This design comes from an exercise in tuning for a short achievable clock period and few clock cycles on the open sky130 flow, not from production work. The RTL was checked by simulation tests, not by an equivalence proof against the original design. No activity file was given, so power comes from the tool's default toggle rates.

**flow/run.sh**
```bash
#!/bin/bash
# synth_recipe.tcl (not shown) runs the flow's synth.tcl, then flattens the netlist and writes it again
# the make line also repeats each setting of config.mk as NAME=value (left out here)
make -C /OpenROAD-flow-scripts/flow DESIGN_CONFIG=/design/flow/config.mk WORK_HOME=/design/flow/orfs CLKGATE_MAP_FILE= SYNTH_SCRIPT=/design/flow/synth_recipe.tcl finish
```
**flow/config.mk**
```make
export PLATFORM = sky130hd
export DESIGN_NAME = nibble_cpu
export DESIGN_NICKNAME = nibble_cpu
export VERILOG_FILES = /design/flow/design.v
export SDC_FILE = /design/flow/constraint.sdc
export NUM_CORES = 4
export LEC_CHECK = 0
export CAP_MARGIN = 20
export CELL_PAD_IN_SITES_DETAIL_PLACEMENT = 1
export CELL_PAD_IN_SITES_GLOBAL_PLACEMENT = 2
export CORE_MARGIN = 2
export CORE_UTILIZATION = 30
export CTS_CLUSTER_DIAMETER = 100
export CTS_CLUSTER_SIZE = 40
export GPL_ROUTABILITY_DRIVEN = 0
export PLACE_DENSITY = 0.55
export SETUP_SLACK_MARGIN = 3.0
export SLEW_MARGIN = 20
export TNS_END_PERCENT = 100
```
**flow/constraint.sdc**
```tcl
create_clock -name core_clock -period 5.0 [get_ports {clk}]
set_input_delay 1.0000 -clock core_clock [delete_from_list [all_inputs] [get_ports {clk}]]
set_output_delay 1.0000 -clock core_clock [all_outputs]
set_load 0.01 [all_outputs]
```
**flow/design.v**
```verilog
module nibble_cpu (
    input  wire       clk,
    input  wire       rst,           
    output wire       imem_en,
    output wire [3:0] imem_addr,
    input  wire [7:0] imem_rdata,
    input  wire       imem_present,  
    input  wire       in_valid,
    input  wire [3:0] in_data,
    output wire       in_ready,
    output wire       out_valid,
    output wire [3:0] out_data,
    input  wire       rearm,
    output wire       halted,
    output wire [3:0] final_a,
    output wire       final_c,
    output wire       fault,
    output wire [3:0] fault_pc
);
    localparam OP_NOP   = 4'h0;
    localparam OP_LOAD  = 4'h1;
    localparam OP_ADD   = 4'h2;
    localparam OP_SUB   = 4'h3;
    localparam OP_AND   = 4'h4;
    localparam OP_OR    = 4'h5;
    localparam OP_JMP   = 4'h6;
    localparam OP_JZ    = 4'h7;
    localparam OP_JNZ   = 4'h8;
    localparam OP_STORE = 4'h9;
    localparam OP_LOADM = 4'hA;
    localparam OP_ADDM  = 4'hB;
    localparam OP_SUBM  = 4'hC;
    localparam OP_HALT  = 4'hD;
    localparam OP_IN    = 4'hE;
    localparam OP_OUT   = 4'hF;
    localparam D_TK1  = 0;       
    localparam D_TK0  = 1;       
    localparam D_MEM  = 2;       
    localparam D_IN   = 3;
    localparam D_OUT  = 4;
    localparam D_HALT = 5;
    localparam D_ST   = 6;
    localparam D_PB   = 7;       
    localparam D_ADD  = 8;       
    localparam D_SUB  = 9;       
    localparam D_AND  = 10;
    localparam D_OR   = 11;
    localparam ND     = 12;
    function [ND-1:0] decode(input [3:0] o);
        begin
            decode = {ND{1'b0}};
            decode[D_TK1]  = (o == OP_JMP) || (o == OP_JZ);
            decode[D_TK0]  = (o == OP_JMP) || (o == OP_JNZ);
            decode[D_MEM]  = (o == OP_LOADM) || (o == OP_ADDM) || (o == OP_SUBM);
            decode[D_IN]   = (o == OP_IN);
            decode[D_OUT]  = (o == OP_OUT);
            decode[D_HALT] = (o == OP_HALT);
            decode[D_ST]   = (o == OP_STORE);
            decode[D_PB]   = (o == OP_LOAD) || (o == OP_LOADM);
            decode[D_ADD]  = (o == OP_ADD) || (o == OP_ADDM);
            decode[D_SUB]  = (o == OP_SUB) || (o == OP_SUBM);
            decode[D_AND]  = (o == OP_AND);
            decode[D_OR]   = (o == OP_OR);
        end
    endfunction
    function [15:0] onehot4(input [3:0] v);
        onehot4 = 16'd1 << v;
    endfunction
    function [15:0] rotl1(input [15:0] v);
        rotl1 = {v[14:0], v[15]};
    endfunction
    integer k;
    reg  [3:0]  fa;              
    reg         ren;             
    reg         rv;              
    reg  [3:0]  rtag;            
    reg         rst_q;
    wire        first   = rst_q && !rst;
    wire [3:0]  raddr   = {fa[3:1], fa[0] | first};
    reg  [7:0]  cw  [0:15];      
    reg  [15:0] cv;              
    reg  [15:0] cp;              
    reg  [3:0]  opv [0:15];      
    reg  [3:0]  acc;
    reg         c_flag;
    reg         z_flag;
    reg  [3:0]  mem [0:15];
    reg         halted_q;
    reg  [3:0]  final_a_q;       
    reg         final_c_q;       
    reg         fault_q;
    reg         out_valid_q;
    reg  [3:0]  out_data_q;
    reg         in_ready_q;
    reg         irv;             
    reg  [3:0]  opnd;            
    reg  [15:0] ir_oh;           
    reg  [ND-1:0] d;             
    reg         irp;             
    reg         ird;             
    reg  [3:0]  p;               
    reg  [3:0]  fpc;             
    reg  [3:0]  np;              
    reg  [15:0] np_oh;
    reg  [3:0]  bv;              
    reg         fwd;             
    wire running  = !halted_q && !fault_q;
    wire act      = running && irv;
    wire flt      = act && !irp;
    wire go       = running && irv && irp && !(d[D_IN] && !in_valid);
    wire taken    = running && (z_flag ? d[D_TK1] : d[D_TK0]);
    wire st_go    = running && irv && irp && d[D_ST];
    reg  [3:0]  mem_nx [0:15];
    always @(*)
        for (k = 0; k < 16; k = k + 1)
            mem_nx[k] = (st_go && opnd == k) ? acc : mem[k];
    wire resume   = halted_q && rearm && ird;    
    wire [3:0] mval  = fwd ? acc : bv;
    wire [4:0] add_r = {1'b0, acc} + {1'b0, mval};
    wire [4:0] sub_r = {1'b0, acc} - {1'b0, mval};
    wire [3:0] acc_nx = ({4{d[D_PB]}}  & mval)
                      | ({4{d[D_ADD]}} & add_r[3:0])
                      | ({4{d[D_SUB]}} & sub_r[3:0])
                      | ({4{d[D_AND]}} & (acc & mval))
                      | ({4{d[D_OR]}}  & (acc | mval))
                      | ({4{d[D_IN]}}  & in_data)
                      | ({4{!(d[D_PB] | d[D_ADD] | d[D_SUB] | d[D_AND] | d[D_OR] | d[D_IN])}} & acc);
    wire       c_nx   = d[D_ADD] ? add_r[4] : d[D_SUB] ? sub_r[4] : c_flag;
    wire [3:0] neg_acc = 4'd0 - acc;
    wire       z_nx   = (d[D_PB]  && mval == 4'd0)
                      | (d[D_ADD] && mval == neg_acc)
                      | (d[D_SUB] && mval == acc)
                      | (d[D_AND] && (acc & mval) == 4'd0)
                      | (d[D_OR]  && (acc | mval) == 4'd0)
                      | (d[D_IN]  && in_data == 4'd0)
                      | (!(d[D_PB] | d[D_ADD] | d[D_SUB] | d[D_AND] | d[D_OR] | d[D_IN]) && acc == 4'd0);
    wire        want_ld = go || !irv || resume;
    wire [3:0]  want    = taken ? opnd : np;
    wire        rd_seq  = rv && rtag == np;
    wire [ND-1:0] rd_d  = decode(imem_rdata[7:4]);
    reg  [3:0]  n_seq, n_tgt, v_seq, v_tgt;
    reg  [ND-1:0] d_seq, d_tgt;
    reg         cv_seq, cv_tgt, cp_seq, cp_tgt, eq_seq, eq_tgt;
    wire [3:0]  rd_mv = mem[imem_rdata[3:0]];        
    wire        rd_eq = imem_rdata[3:0] == opnd;
    wire [3:0]  rd_mn = (st_go && rd_eq) ? acc : rd_mv;   
    always @(*) begin
        n_seq  = rd_seq ? imem_rdata[3:0] : 4'd0;
        v_seq  = rd_seq ? rd_mv : 4'd0;
        eq_seq = rd_seq && rd_eq;
        d_seq  = rd_seq ? rd_d : {ND{1'b0}};
        cv_seq = rd_seq;
        cp_seq = rd_seq && imem_present;
        n_tgt  = 4'd0;
        v_tgt  = 4'd0;
        eq_tgt = 1'b0;
        d_tgt  = {ND{1'b0}};
        cv_tgt = 1'b0;
        cp_tgt = 1'b0;
        for (k = 0; k < 16; k = k + 1) begin
            if (np_oh[k]) begin
                n_seq = n_seq | cw[k][3:0];
                d_seq = d_seq | decode(cw[k][7:4]);
                cv_seq = cv_seq | cv[k]; cp_seq = cp_seq | cp[k];
                v_seq = v_seq | opv[k];
                eq_seq = eq_seq | (cv[k] && cw[k][3:0] == opnd);
            end
            if (ir_oh[k]) begin
                n_tgt = n_tgt | cw[k][3:0];
                d_tgt = d_tgt | decode(cw[k][7:4]);
                cv_tgt = cv_tgt | cv[k]; cp_tgt = cp_tgt | cp[k];
                v_tgt = v_tgt | opv[k];
                eq_tgt = eq_tgt | (cv[k] && cw[k][3:0] == opnd);
            end
        end
    end
    wire          hit   = taken ? cv_tgt : cv_seq;
    wire [3:0]    n_n   = taken ? n_tgt  : n_seq;
    wire [15:0]   n_oh  = onehot4(n_n);
    wire [ND-1:0] n_d   = taken ? d_tgt  : d_seq;
    wire          n_p   = taken ? cp_tgt : cp_seq;
    wire [3:0]    n_v   = taken ? v_tgt  : v_seq;
    wire          n_eq  = taken ? eq_tgt : eq_seq;
    wire early_ok = go && hit && !d[D_OUT] && !d[D_HALT];
    wire early_h  = early_ok && n_p && n_d[D_HALT];
    wire early_f  = early_ok && !n_p;
    wire halted_nx = halted_q ? !rearm : ((go && d[D_HALT] && !ird) || early_h);
    wire fault_nx  = fault_q || flt || early_f;
    wire [3:0]  rd_n    = imem_rdata[3:0];
    wire [15:0] cv_fill = rv ? (cv | onehot4(rtag)) : cv;
    wire        jlook   = rv && imem_rdata[7:4] == OP_JMP && !cv[rd_n] && rtag != rd_n
                          && !(ren && raddr == rd_n);
    wire        wait_np = !irv && !cv[np] && !rd_seq && !(ren && raddr == np);
    always @(posedge clk) begin
        rst_q <= rst;
        rv    <= ren;
        rtag  <= raddr;
        if (rst) begin
            fa  <= 4'd0;
            ren <= 1'b1;
            cv  <= 16'd0;
            cp  <= 16'd0;
            for (k = 0; k < 16; k = k + 1) begin
                cw[k]  <= 8'd0;
                opv[k] <= 4'd0;
            end
        end else begin
            if (wait_np) begin
                fa  <= np;
                ren <= 1'b1;
            end else if (jlook) begin
                fa  <= rd_n;
                ren <= 1'b1;
            end else begin
                fa  <= first ? 4'd2 : fa + 4'd1;
                ren <= !(&cv_fill);
            end
            for (k = 0; k < 16; k = k + 1)
                if (rv && rtag == k)
                    opv[k] <= rd_mn;
                else if (st_go && cv[k] && cw[k][3:0] == opnd)
                    opv[k] <= acc;
            if (rv) begin
                cw[rtag] <= imem_rdata;
                cp[rtag] <= imem_present;
                cv[rtag] <= 1'b1;
            end
        end
    end
    always @(posedge clk) begin
        if (rst) begin
            irv         <= 1'b0;
            ird         <= 1'b0;
            d           <= {ND{1'b0}};
            p           <= 4'd0;
            fpc         <= 4'd0;
            np          <= 4'd0;
            np_oh       <= 16'd1;
            acc         <= 4'd0;
            c_flag      <= 1'b0;
            z_flag      <= 1'b0;
            final_a_q   <= 4'd0;
            final_c_q   <= 1'b0;
            halted_q    <= 1'b0;
            fault_q     <= 1'b0;
            out_valid_q <= 1'b0;
            in_ready_q  <= 1'b0;
            for (k = 0; k < 16; k = k + 1)
                mem[k] <= 4'd0;
        end else begin
            halted_q    <= halted_nx;
            fault_q     <= fault_nx;
            out_valid_q <= go && d[D_OUT];
            for (k = 0; k < 16; k = k + 1)
                mem[k] <= mem_nx[k];
            if (go) begin
                acc       <= acc_nx;
                c_flag    <= c_nx;
                z_flag    <= z_nx;
                final_a_q <= acc_nx;
                final_c_q <= c_nx;
                if (d[D_OUT])
                    out_data_q <= acc;
            end
            if (want_ld) begin
                p   <= want;
                fpc <= want;
                if (hit) begin
                    irv   <= 1'b1;
                    opnd  <= n_n;
                    ir_oh <= n_oh;
                    d     <= n_p ? n_d : {ND{1'b0}};
                    irp   <= n_p;
                    ird   <= early_h;
                    np    <= taken ? opnd + 4'd1 : np + 4'd1;
                    np_oh <= rotl1(taken ? ir_oh : np_oh);
                    bv    <= n_d[D_MEM] ? n_v : n_n;
                    fwd   <= n_d[D_MEM] && st_go && n_eq;
                    in_ready_q <= n_p && n_d[D_IN] && !(halted_q && !rearm)
                                  && !(go && d[D_HALT]) && !fault_q;
                end else begin
                    irv   <= 1'b0;
                    ird   <= 1'b0;
                    d     <= {ND{1'b0}};
                    np    <= want;
                    np_oh <= taken ? ir_oh : np_oh;
                    in_ready_q <= 1'b0;
                end
            end else begin
                in_ready_q <= d[D_IN] && !halted_nx && !fault_nx;
            end
        end
    end
    assign imem_en   = ren;
    assign imem_addr = raddr;
    assign in_ready  = in_ready_q;
    assign out_valid = out_valid_q;
    assign out_data  = out_data_q;
    assign halted    = halted_q;
    assign final_a   = final_a_q;
    assign final_c   = final_c_q;
    assign fault     = fault_q;
    assign fault_pc  = fpc;
endmodule
```
==> run summary <==
Die ar. - 0.0855 mm2
crit path time final - 2.86 ns
Fmax achieved - 349 MHz
Relative slew margins - 0.227
Clk Tree Root Cell - clkbuf_16
P_sw - 7.25 mW
Ports - 39
initial drt markers - 3435
chip width - 292 um
drt pass-1 iters - 6
CTS Hold Buffers Added - 0
Syn Std Cell Area - 0.0249 mm2
max-cap viol count - 0
post-synthesis cell type count - 90
Die H - 292 um
Leak - 12.7 nW
Clock Latency Late Sink - 0.67 ns
area of the core - 0.0822 mm2
Worst Setup End Kind - register
Setup CP Type - reg -> reg
Max Slew Vio Count - 0
cell row count - 105
Post-synth EDFFs - 158
Int Pwr - 8.50 mW
Syn Area/Cell - 8.36 um2
async set or reset register ratio after synthesis - 0
post-synthesis sequential area ratio - 0.365
Routed WL - 169000 um
setup TNS - 0 ns
worst hold path class - reg -> reg
Net Sw Frac - 0.461
clock network power share - 0.169
Congestion Overflow GR - 0
GRT Total Usage - 0.378
CTS Buf Count - 26
met2 Usage GRT - 0.572
first-pass GRT wire length - 229000 um
Syn. warnings - 4
htree depth - 1
slew at the pin closest to its max-slew limit - 1.15 ns
CTS tree - done
largest net degree at the start of global routing - 80
initial core utilization - 0.303
nets - 3391
Area Growth Syn to Fin - 43.3%
Final Setup Violations - 0
DRT antenna net count - 0
number of synthesized register bits - 376
Fin. Hold Viols - 0
Peak VDD IR - 0.000274 V
Clock Pin Slew Worst Setup and Hold Paths - 0.11 ns
via count - 28.7k
layout cell share with drive strength beyond 1 - 0.363
met1 usage - 0.491
Vias per Instance - 6.45
port bufs - 38
Worst Skew - 0.0386 ns
fillcell total - 9186
vias in the first global route - 28.0k
DRC Markers - 0
DP HPWL - 114000 um
fin crit share - 0.573
Combinational Power Share - 0.566
Max FO, Critical Path - 7
Synth Instances - 2984
Syn Nets - 3025
Routed WL per cell - 38.0 um
CP Launch Type - register
clk sinks - 376
register share of total power - 0.265
RSZ-0062 raised after global routing - true
WP data required - 5.53 ns
Pwr Total - 15.7 mW
Longest Clk Path Bufs - 3
WP data arrival - 3.39 ns
grt met3 use - 0.0776
Synth Flop Type - dfxtp_1
status - finished clean
initial antenna violation count - 4
GRT Max-Usage Layer - met2
Power Density - 441 mW/mm2
[cell type report]
cell class,count,area [um2],share of cell area
well taps,1070,1340,0.0375
clock buffers,28,679,0.0190
flip-flops and latches,376,9220,0.258
diodes,3,7.51,0.000210
repair buffers,612,6370,0.178
clock inverters,20,339,0.00949
multi-input cells,2264,17500,0.488
inverters,70,332,0.00928
[worst paths after layout]
path / from / endpoint / slack, ns / depth (start not counted)
hold / removal: ren / rv / 0.43 / 0
setup reg to reg: z_flag / np[1] / 2.14 / 10
hold reg to reg: ren / rv / 0.43 / 0
setup / recovery: z_flag / np[1] / 2.14 / 10
[power groups by stage]
stage / sequential, mW / clock [mW] / combinational [mW]
2_1_floorplan: 3.85 / 0 / 3.03
3_3_place_gp: 4.57 / 0 / 4.61
3_5_place_dp: 4.58 / 0 / 4.61
4_1_cts: 4.14 / 2.69 / 7.60
5_1_grt: 4.19 / 2.79 / 9.08
6_report: 4.18 / 2.66 / 8.91
[placed cells by master, fill, tap and decap left out, types with 47 or more instances in the layout]
cell type / n
nand3_1: 120
xor2_1: 51
buf_6: 123
edfxtp_1: 158
inv_1: 48
mux2i_1: 72
dfxtp_1: 176
a221oi_1: 47
nor2_1: 213
nand4_1: 47
buf_12: 70
a22oi_1: 110
nand2_1: 187
buf_4: 364
nor2b_1: 88
a21oi_1: 110
nor3_1: 105
a22o_1: 62
and2_1: 59
[timing repair]
action                     in CTS  in global routing
setup buffers                 326                111
pin swaps                     120                124
resized for setup             722                310
gates cloned                   16                  7
setup endpoints to repair     545                367
[registers in the layout, summed over array words and instances (netlist names), 11 cells and up]
signal	count
cw	128
mem	64
opv	64
cp	16
cv	16
ir_oh	16
np_oh	16
d	11
[per-stage QoR]
stage | worst slack [ns] | cells | util | hold slack, ns | area, um2
final | 2.14 | 4443 | 0.435 | 0.435 | 35700
after global routing | 2.15 | 4440 | 0.435 | 0.439 | 35700
after CTS | 2.22 | 4322 | 0.407 | 0.440 | 33500
after detailed placement | 0.631 | 3932 | 0.326 | 0.445 | 26800
after global placement | 0.757 | 3932 | 0.326 | 0.443 | 26800
after floorplan | 1.98 | 2984 | - | 0.405 | 25600
[metal layers]
layer	vias to the layer above	wire (um)
li1	11900	-
met1	14600	67800
met3	549	15100
met4	6	13700
met2	1672	71900
met5	-	164
[synthesized netlist by cell type, types with 32 or more instances]
cell      instances  area share
nor2_1          279       0.042
clkbuf_1        223       0.034
nand2_1         221       0.033
dfxtp_1         218        0.17
a21oi_1         164       0.033
edfxtp_1        158        0.19
nand3_1         138       0.028
nor3_1          138       0.028
a22oi_1         122       0.037
nor2b_1         100       0.025
and2_1           87       0.022
mux2i_1          80       0.032
a211oi_1         71       0.021
inv_1            65      0.0098
a22o_1           62       0.022
a221oi_1         59       0.021
xor2_1           57       0.020
o22ai_1          54       0.014
nand2b_1         53       0.013
o21ai_0          53       0.011
nand4_1          47       0.012
xnor2_1          33       0.012
and3_1           32      0.0080
nor4_1           32      0.0080
[logic make-up after synthesis]
family / synth area share
and+or+nand+nor: 0.261
buffers and inverters: 0.0572
DFF: 0.365
muxes: 0.0533
AOI/OAI and AO/OA: 0.219
xor gates and xnor gates: 0.0316
adders and majority gates: 0.0126
[worst max-delay path, cell delays in order (launching register included)]
cell and delay [ns]:
dfxtp_4 0.38, mux2i_4 0.19, or3_4 0.36, buf_12 0.16, nor4_4 0.73, a31oi_4 0.16, buf_12 0.20, buf_16 0.14
mux2_2 0.27, nand2_1 0.07, a21oi_1 0.06
Testbench counts, summed over its fixed seeds: cycles 126,459.

-- separate check: timing with driven ports --
The flow's constraints put no driver on any port. The routed layout listed below was extracted and timed again, unchanged, in two steps.
Step 1 sets driving cells, clkbuf_16 on the clock port and buf_2 on the other inputs (assumed; they add their load-dependent delay and slew).
Step 2 also shifts input and output timing later by t, the mid clock arrival at the registers, as if the neighbouring blocks saw the same clock.
a / b / c = no drivers / after step 1 / after step 2; a / b = the first two.
t, ns: 0.710
setup slack, ns: 2.136 / 2.136 / 1.775
hold WS [ns]: 0.435 / 0.435 / 0.435
slew at the worst register clock pin (ns): 0.12 / 0.12
pins driven straight from the clock port: 1
After both steps setup and hold are still met in this run. The setup slack of this run moves by 0.000 ns with the drivers and by -0.361 ns with both steps.
